Source: an optimization exercise on an open RTL-to-GDS flow (aim: small area). Production flows keep margins and buffers that such runs may drop. The RTL was checked by simulation tests, not by an equivalence proof against the original design. The clock port is modelled as an ideal driver; clocking choices that lean on that would not hold on a real chip. No activity file was given, so power comes from the tool's default toggle rates.

## willow
==> flow/design.v (excerpt) <==
module bst_rx #(
    parameter MAX_FRAME = 1798
) (
    input  wire         clk,
    input  wire         rst,             
    input  wire         in_valid,
    input  wire [7:0]   in_byte,
    output reg          dat_valid,
    output wire [7:0]   dat_byte,
    output wire [10:0]  dat_idx,
    output reg          evt_valid,
    output wire [2:0]   evt_kind,
    output wire [7:0]   msg_tag,
    output wire [2:0]   msg_prio,
    output wire [7:0]   msg_pdus,
    output wire [7:0]   msg_pduf,
    output wire [1:0]   msg_dp,
    output wire [7:0]   msg_dst,
    output wire         msg_dst_valid,
    output wire [7:0]   msg_src,
    output wire [31:0]  msg_ts,
    output wire [1:0]   msg_trc,
    output wire         msg_dir,
    output wire [7:0]   msg_dpp,
    output wire [7:0]   msg_ctrl,
    output wire [17:0]  msg_pgn,
    output wire [10:0]  msg_dlen,
    output wire [10:0]  err_len,
    output wire [7:0]   err_byte,
    output wire [7:0]   err_expected,
    output wire         err_cks_valid,
    output wire [7:0]   err_id,
    output wire         err_id_valid,
    output wire [2:0]   err_field,
    output wire [15:0]  err_declared,
    output wire [15:0]  err_actual
);
clock: 7.0 ns
lec_check: 0
cap_margin: 0
core_margin: 2
core_utilization: 40
gpl_timing_driven: 0
place_density: 0.6
slew_margin: 0
standard.sh (not shown) runs the stock make flow with config.mk's settings and CLKGATE_MAP_FILE= SYNTH_SCRIPT=/design/flow/synth_recipe.tcl, a recipe that flattens the netlist after the stock synthesis.
==> flow/flow/run.sh <==
#!/bin/bash
# Standard layout with three changes: synthesis's pass-through buffers are
# removed before placement (as the timing-driven placement does), the port
# buffers use the smallest buffer cell, and the clock tree uses mid-size
# buffers without dummy loads.
set -euo pipefail
export PRE_GLOBAL_PLACE_TCL="$PWD/flow/pre_global_place.tcl"
export BUFFER_PORTS_ARGS="-buffer_cell sky130_fd_sc_hd__buf_1"
export CTS_ARGS="-sink_clustering_enable -repair_clock_nets -dont_use_dummy_load -buf_list {sky130_fd_sc_hd__clkbuf_4 sky130_fd_sc_hd__clkbuf_8} -sink_clustering_size 30 -sink_clustering_max_diameter 150"
bash standard.sh finish > make_finish.log 2>&1
==> flow/flow/pre_global_place.tcl <==
# Remove synthesis's buffers; global_place.tcl then buffers the ports.
remove_buffers
[inputs] garnet vs willow
- a change of SLEW_MARGIN from 0 to 20
- a change of CAP_MARGIN from 0 to 20
-- flow/flow/run.sh --
<<< willow, line 8
export BUFFER_PORTS_ARGS="-buffer_cell sky130_fd_sc_hd__buf_1"
export CTS_ARGS="-sink_clustering_enable -repair_clock_nets -dont_use_dummy_load -buf_list {sky130_fd_sc_hd__clkbuf_4 sky130_fd_sc_hd__clkbuf_8} -sink_clustering_size 30 -sink_clustering_max_diameter 150"
bash standard.sh finish > make_finish.log 2>&1
>>> garnet, line 8
export BUFFER_PORTS_ARGS="-buffer_cell sky130_fd_sc_hd__buf_1"
export CTS_ARGS="-sink_clustering_enable -repair_clock_nets -dont_use_dummy_load -buf_list sky130_fd_sc_hd__clkbuf_8 -sink_clustering_size 20"
bash standard.sh finish > make_finish.log 2>&1
### Flow results
- garnet against willow: standby leakage power went up about 1%; part of the power in combinational logic flat; die span in y was more or less identical.
- garnet: clock skew 0.0035 ns below willow
- Between garnet and willow, it is garnet whose worst setup slack is lower, by 0.0087 ns.
- garnet vs willow — via count climbed by a few percent
- Proportion of final cell area spent on non-clock buffers delta for garnet relative to willow: 0.26 points higher
What onyx does differently from garnet at the input level:
- SLEW_MARGIN changed from 20 to 0
- CAP_MARGIN changed from 20 to 0
## What came out
Diff garnet -> onyx: global-route usage over all layers neither gained nor lost much; cell area lost about 0.7%; final-stage net count lost 0.48%; minimum hold slack neither gained nor lost much; routed wire length lost about 1.1%.
Area growth from synthesis to layout, garnet and onyx: lower on onyx
Of garnet and onyx, onyx shows the higher flip-flop and latch share of the layout cell area, with garnet below it.

* * *

## lane 1
Another version of the RTL of bst_rx (not shown whole).
Size: about 560 cells after synthesis.
## bst_rx
module bst_rx #(
    parameter MAX_FRAME = 1798
) (
    input  wire         clk,
    input  wire         rst,             
    input  wire         in_valid,
    input  wire [7:0]   in_byte,
    output reg          dat_valid,
    output wire [7:0]   dat_byte,
    output wire [10:0]  dat_idx,
    output reg          evt_valid,
    output reg  [2:0]   evt_kind,
    output wire [7:0]   msg_tag,
    output wire [2:0]   msg_prio,
    output wire [7:0]   msg_pdus,
    output wire [7:0]   msg_pduf,
    output wire [1:0]   msg_dp,
    output wire [7:0]   msg_dst,
    output wire         msg_dst_valid,
    output wire [7:0]   msg_src,
    output wire [31:0]  msg_ts,
    output wire [1:0]   msg_trc,
    output wire         msg_dir,
    output wire [7:0]   msg_dpp,
    output wire [7:0]   msg_ctrl,
    output wire [17:0]  msg_pgn,
    output wire [10:0]  msg_dlen,
    output wire [10:0]  err_len,
    output wire [7:0]   err_byte,
    output wire [7:0]   err_expected,
    output wire         err_cks_valid,
    output wire [7:0]   err_id,
    output wire         err_id_valid,
    output wire [2:0]   err_field,
    output wire [15:0]  err_declared,
    output wire [15:0]  err_actual
);
    localparam [7:0] DLE = 8'h10;
    localparam [7:0] STX = 8'h02;
    localparam [7:0] ETX = 8'h03;
  ...
export LEC_CHECK = 0
export CAP_MARGIN = 0
export CORE_MARGIN = 2
export CORE_UTILIZATION = 40
export GPL_TIMING_DRIVEN = 0
export PLACE_DENSITY = 0.6
export SLEW_MARGIN = 0
create_clock -name core_clock -period 7.0 [get_ports {clk}]
==> flow/flow/run.sh <==
#!/bin/bash
# Standard layout with these changes:
# - synthesis maps the logic with ABC on each of six area-oriented scripts
#   (flow/area*.abc) and keeps the smallest result (flow/synth.tcl);
# - synthesis's pass-through buffers are removed before placement, as the
#   timing-driven placement does (flow/pre_global_place.tcl);
# - the port buffers use the smallest buffer cell;
# - the clock tree uses small leaf buffers without dummy loads, and leaf
#   buffers whose flip-flops would see a slow clock edge are upsized
#   (flow/post_cts.tcl).
set -euo pipefail
F="$PWD/flow"
export AREA_ABC_SCRIPTS="$F/area1.abc $F/area2.abc $F/area3.abc $F/area4.abc $F/area5.abc $F/area6.abc"
export PRE_GLOBAL_PLACE_TCL="$F/pre_global_place.tcl"
export POST_CTS_TCL="$F/post_cts.tcl"
export BUFFER_PORTS_ARGS="-buffer_cell sky130_fd_sc_hd__buf_1"
export CTS_ARGS="-sink_clustering_enable -repair_clock_nets -dont_use_dummy_load -root_buf sky130_fd_sc_hd__clkbuf_8 -buf_list sky130_fd_sc_hd__clkbuf_4 -sink_clustering_size 8 -sink_clustering_max_diameter 40"
bash standard.sh SYNTH_SCRIPT="$F/synth.tcl" finish > make_finish.log 2>&1
==> flow/flow/area5.abc <==
strash
&get -n
&st
&dc2
&syn3
&dch -f
&nf -p -R 1000 -C 32
&st
&dc2
&syn3
&dch -f
&nf -p -R 1000 -C 32
&st
&dc2
&syn3
&dch -f
&nf -p -R 1000 -C 32
&put
==> flow/flow/area6.abc <==
strash
&get -n
&st
&dc2
&syn3
&dch -f
&nf -p -R 1000 -C 32 -E 50
&st
&dc2
&syn3
&dch -f
&nf -p -R 1000 -C 32 -E 50
&put
Scripts as last shown in full above: flow/flow/pre_global_place.tcl
Other scripts of this flow, unchanged in this note and not shown: flow/flow/area1.abc, flow/flow/area2.abc, flow/flow/area3.abc, flow/flow/area4.abc, flow/flow/post_cts.tcl, flow/flow/synth.tcl
Relative to lane 1, the following input files were edited for lane 2:
-- flow/flow/run.sh --
<<< lane 1, line 3
# - synthesis maps the logic with ABC on each of six area-oriented scripts
>>> lane 2, line 3
# - synthesis maps the logic with ABC on each of four area-oriented scripts
<<< lane 1, line 13
export AREA_ABC_SCRIPTS="$F/area1.abc $F/area2.abc $F/area3.abc $F/area4.abc $F/area5.abc $F/area6.abc"
>>> lane 2, line 13
export AREA_ABC_SCRIPTS="$F/area1.abc $F/area2.abc $F/area3.abc $F/area4.abc"
removed: flow/flow/area5.abc
removed: flow/flow/area6.abc
==> run summary <==
Lane 2 against lane 1: leakage component of the power now sits lower, required time at the worst-slack endpoint went up 1670 ps, fraction of final layout cells sized beyond drive strength 1 shows a reduction of 0.30 points, power shows no meaningful change. Critical path start-end classification = input pin to flip-flop: lane 2; critical path start-end classification = flip-flop to output port: lane 1. The slowest library cell on the worst path comes out sky130_fd_sc_hd__dfxtp_1 in one run and sky130_fd_sc_hd__clkinv_1 in the other, namely in lane 1 and lane 2 respectively. Lane 2 ended up with idx[10]$_SDFF_PP0_ as its timing endpoint of the critical path; lane 1 ended up with err_actual[10]. Design area across lane 2 and lane 1: no real change. Against lane 1, lane 2 comes in 570 ps lower on smallest setup slack after layout. Looking at start point of the critical path, the in_byte[0] result is from lane 2; the idx[1]$_SDFF_PP0_ one comes from lane 1.

* * *

bst_rx, a different RTL version from the one above (not shown whole).
For scale: roughly 530 cells after synthesis, ~130 flip-flops, roughly 230 I/O pins, about 6200 um^2 of cells after synthesis.
// bst_rx
module bst_rx #(
    parameter MAX_FRAME = 1798
) (
    input  wire         clk,
    input  wire         rst,             
    input  wire         in_valid,
    input  wire [7:0]   in_byte,
    output reg          dat_valid,
    output wire [7:0]   dat_byte,
    output wire [10:0]  dat_idx,
    output reg          evt_valid,
    output wire [2:0]   evt_kind,
    output wire [7:0]   msg_tag,
    output wire [2:0]   msg_prio,
    output wire [7:0]   msg_pdus,
    output wire [7:0]   msg_pduf,
    output wire [1:0]   msg_dp,
    output wire [7:0]   msg_dst,
    output wire         msg_dst_valid,
    output wire [7:0]   msg_src,
    output wire [31:0]  msg_ts,
    output wire [1:0]   msg_trc,
    output wire         msg_dir,
    output wire [7:0]   msg_dpp,
    output wire [7:0]   msg_ctrl,
    output wire [17:0]  msg_pgn,
    output wire [10:0]  msg_dlen,
    output wire [10:0]  err_len,
    output wire [7:0]   err_byte,
    output wire [7:0]   err_expected,
    output wire         err_cks_valid,
    output wire [7:0]   err_id,
    output wire         err_id_valid,
    output wire [2:0]   err_field,
    output wire [15:0]  err_declared,
    output wire [15:0]  err_actual
);
==> flow/config.mk <==
export PLATFORM = sky130hd
export DESIGN_NAME = bst_rx
export DESIGN_NICKNAME = bst_rx
export VERILOG_FILES = /design/flow/design.v
export SDC_FILE = /design/flow/constraint.sdc
export NUM_CORES = 4
export LEC_CHECK = 0
export CAP_MARGIN = 0
export CORE_MARGIN = 2
export CORE_UTILIZATION = 40
export GPL_TIMING_DRIVEN = 0
export PLACE_DENSITY = 0.6
export SLEW_MARGIN = 0
==> flow/constraint.sdc <==
create_clock -name core_clock -period 7.0 [get_ports {clk}]
set_input_delay 1.4000 -clock core_clock [delete_from_list [all_inputs] [get_ports {clk}]]
set_output_delay 1.4000 -clock core_clock [all_outputs]
set_load 0.01 [all_outputs]
==> flow/flow/run.sh <==
#!/bin/bash
# Standard layout with these changes:
# - synthesis maps the logic with ABC on each of eight area-oriented scripts
#   (flow/area*.abc) and keeps the smallest result (flow/synth.tcl), with
#   adders left to ABC as plain logic rather than mapped to adder cells and
#   carry chains built as ripple rather than Kogge-Stone trees;
# - synthesis's pass-through buffers are removed before placement, as the
#   timing-driven placement does (flow/pre_global_place.tcl);
# - the port buffers use the smallest buffer cell;
# - the clock tree uses small leaf buffers without dummy loads, and leaf
#   buffers whose flip-flops would see a slow clock edge are upsized
#   (flow/post_cts.tcl).
set -euo pipefail
F="$PWD/flow"
export AREA_ABC_SCRIPTS="$(ls "$F"/area*.abc | tr "\n" " ")"
export PRE_GLOBAL_PLACE_TCL="$F/pre_global_place.tcl"
export POST_CTS_TCL="$F/post_cts.tcl"
export BUFFER_PORTS_ARGS="-buffer_cell sky130_fd_sc_hd__buf_1"
export CTS_ARGS="-sink_clustering_enable -repair_clock_nets -dont_use_dummy_load -root_buf sky130_fd_sc_hd__clkbuf_8 -buf_list sky130_fd_sc_hd__clkbuf_4 -sink_clustering_size 8 -sink_clustering_max_diameter 40"
bash standard.sh SYNTH_SCRIPT="$F/synth.tcl" ADDER_MAP_FILE= SYNTH_OPERATIONS_ARGS=-flatten finish > make_finish.log 2>&1
Scripts as last shown in full above: flow/flow/pre_global_place.tcl
Other scripts of this flow, unchanged in this note and not shown: flow/flow/area1.abc, flow/flow/area2.abc, flow/flow/area3.abc, flow/flow/area4.abc, flow/flow/area5.abc, flow/flow/area6.abc, flow/flow/area7.abc, flow/flow/area8.abc, flow/flow/post_cts.tcl, flow/flow/synth.tcl
The first run completed without violations.
==> next run, changes <==
--- a/flow/flow/run.sh
+++ b/flow/flow/run.sh
@@ -10,3 +10,2 @@
-# - the clock tree uses small leaf buffers without dummy loads, and leaf
-#   buffers whose flip-flops would see a slow clock edge are upsized
-#   (flow/post_cts.tcl).
+# - the clock tree has no dummy loads, and each leaf buffer is sized to the
+#   smallest that keeps its flip-flops' clock edge fast (flow/post_cts.tcl).
Outcome: Hold slack is unchanged. Clock skew stays the same. Clock power is about the same. Register-to-register slack barely changes. Cell count stays the same. Sequential share of layout area does not change. Worst setup slack stays the same. First-iteration DRC count is unchanged. Routed wire length does not change.

==> port drivers added, routing unchanged <==
In the flow no input, the clock included, has a driving cell. The finished layouts below were timed again as built, in two steps. Step 1 (the two cells are an assumption about what drives the block):
set clk [get_ports {clk}]
set_driving_cell -lib_cell sky130_fd_sc_hd__clkbuf_16 $clk
set_driving_cell -lib_cell sky130_fd_sc_hd__buf_2 [delete_from_list [all_inputs] $clk]
Step 2 times the ports against the registers' clock, not the clock port: input delays grow and output delays shrink by t, the midpoint of the rising clock arrivals with the driver on. Three values: no drivers, after step 1, after step 2; two values: the first two.
run | shift t [ns] | setup WS [ns] | worst slew at a driven data input, ns
willow | 0.463 | 0.299 / 0.264 / 0.726 | 0.03
garnet | 0.468 | 0.290 / 0.256 / 0.723 | 0.03
onyx | 0.463 | 0.299 / 0.264 / 0.726 | 0.03
lane 1 | 0.439 | 1.345 / 1.307 / 1.120 | 0.04
lane 2 | 0.445 | 0.772 / 0.790 / 0.345 | 0.04
the first run of note 3 | 0.448 | 0.385 / 0.350 / 0.798 | 0.04
the second run of note 3 | 0.448 | 0.385 / 0.350 / 0.798 | 0.04
After both steps every run listed still meets setup and hold. The setup slack of lane 2, which loses most, moves by +0.018 ns with the drivers and by -0.427 ns with both steps.
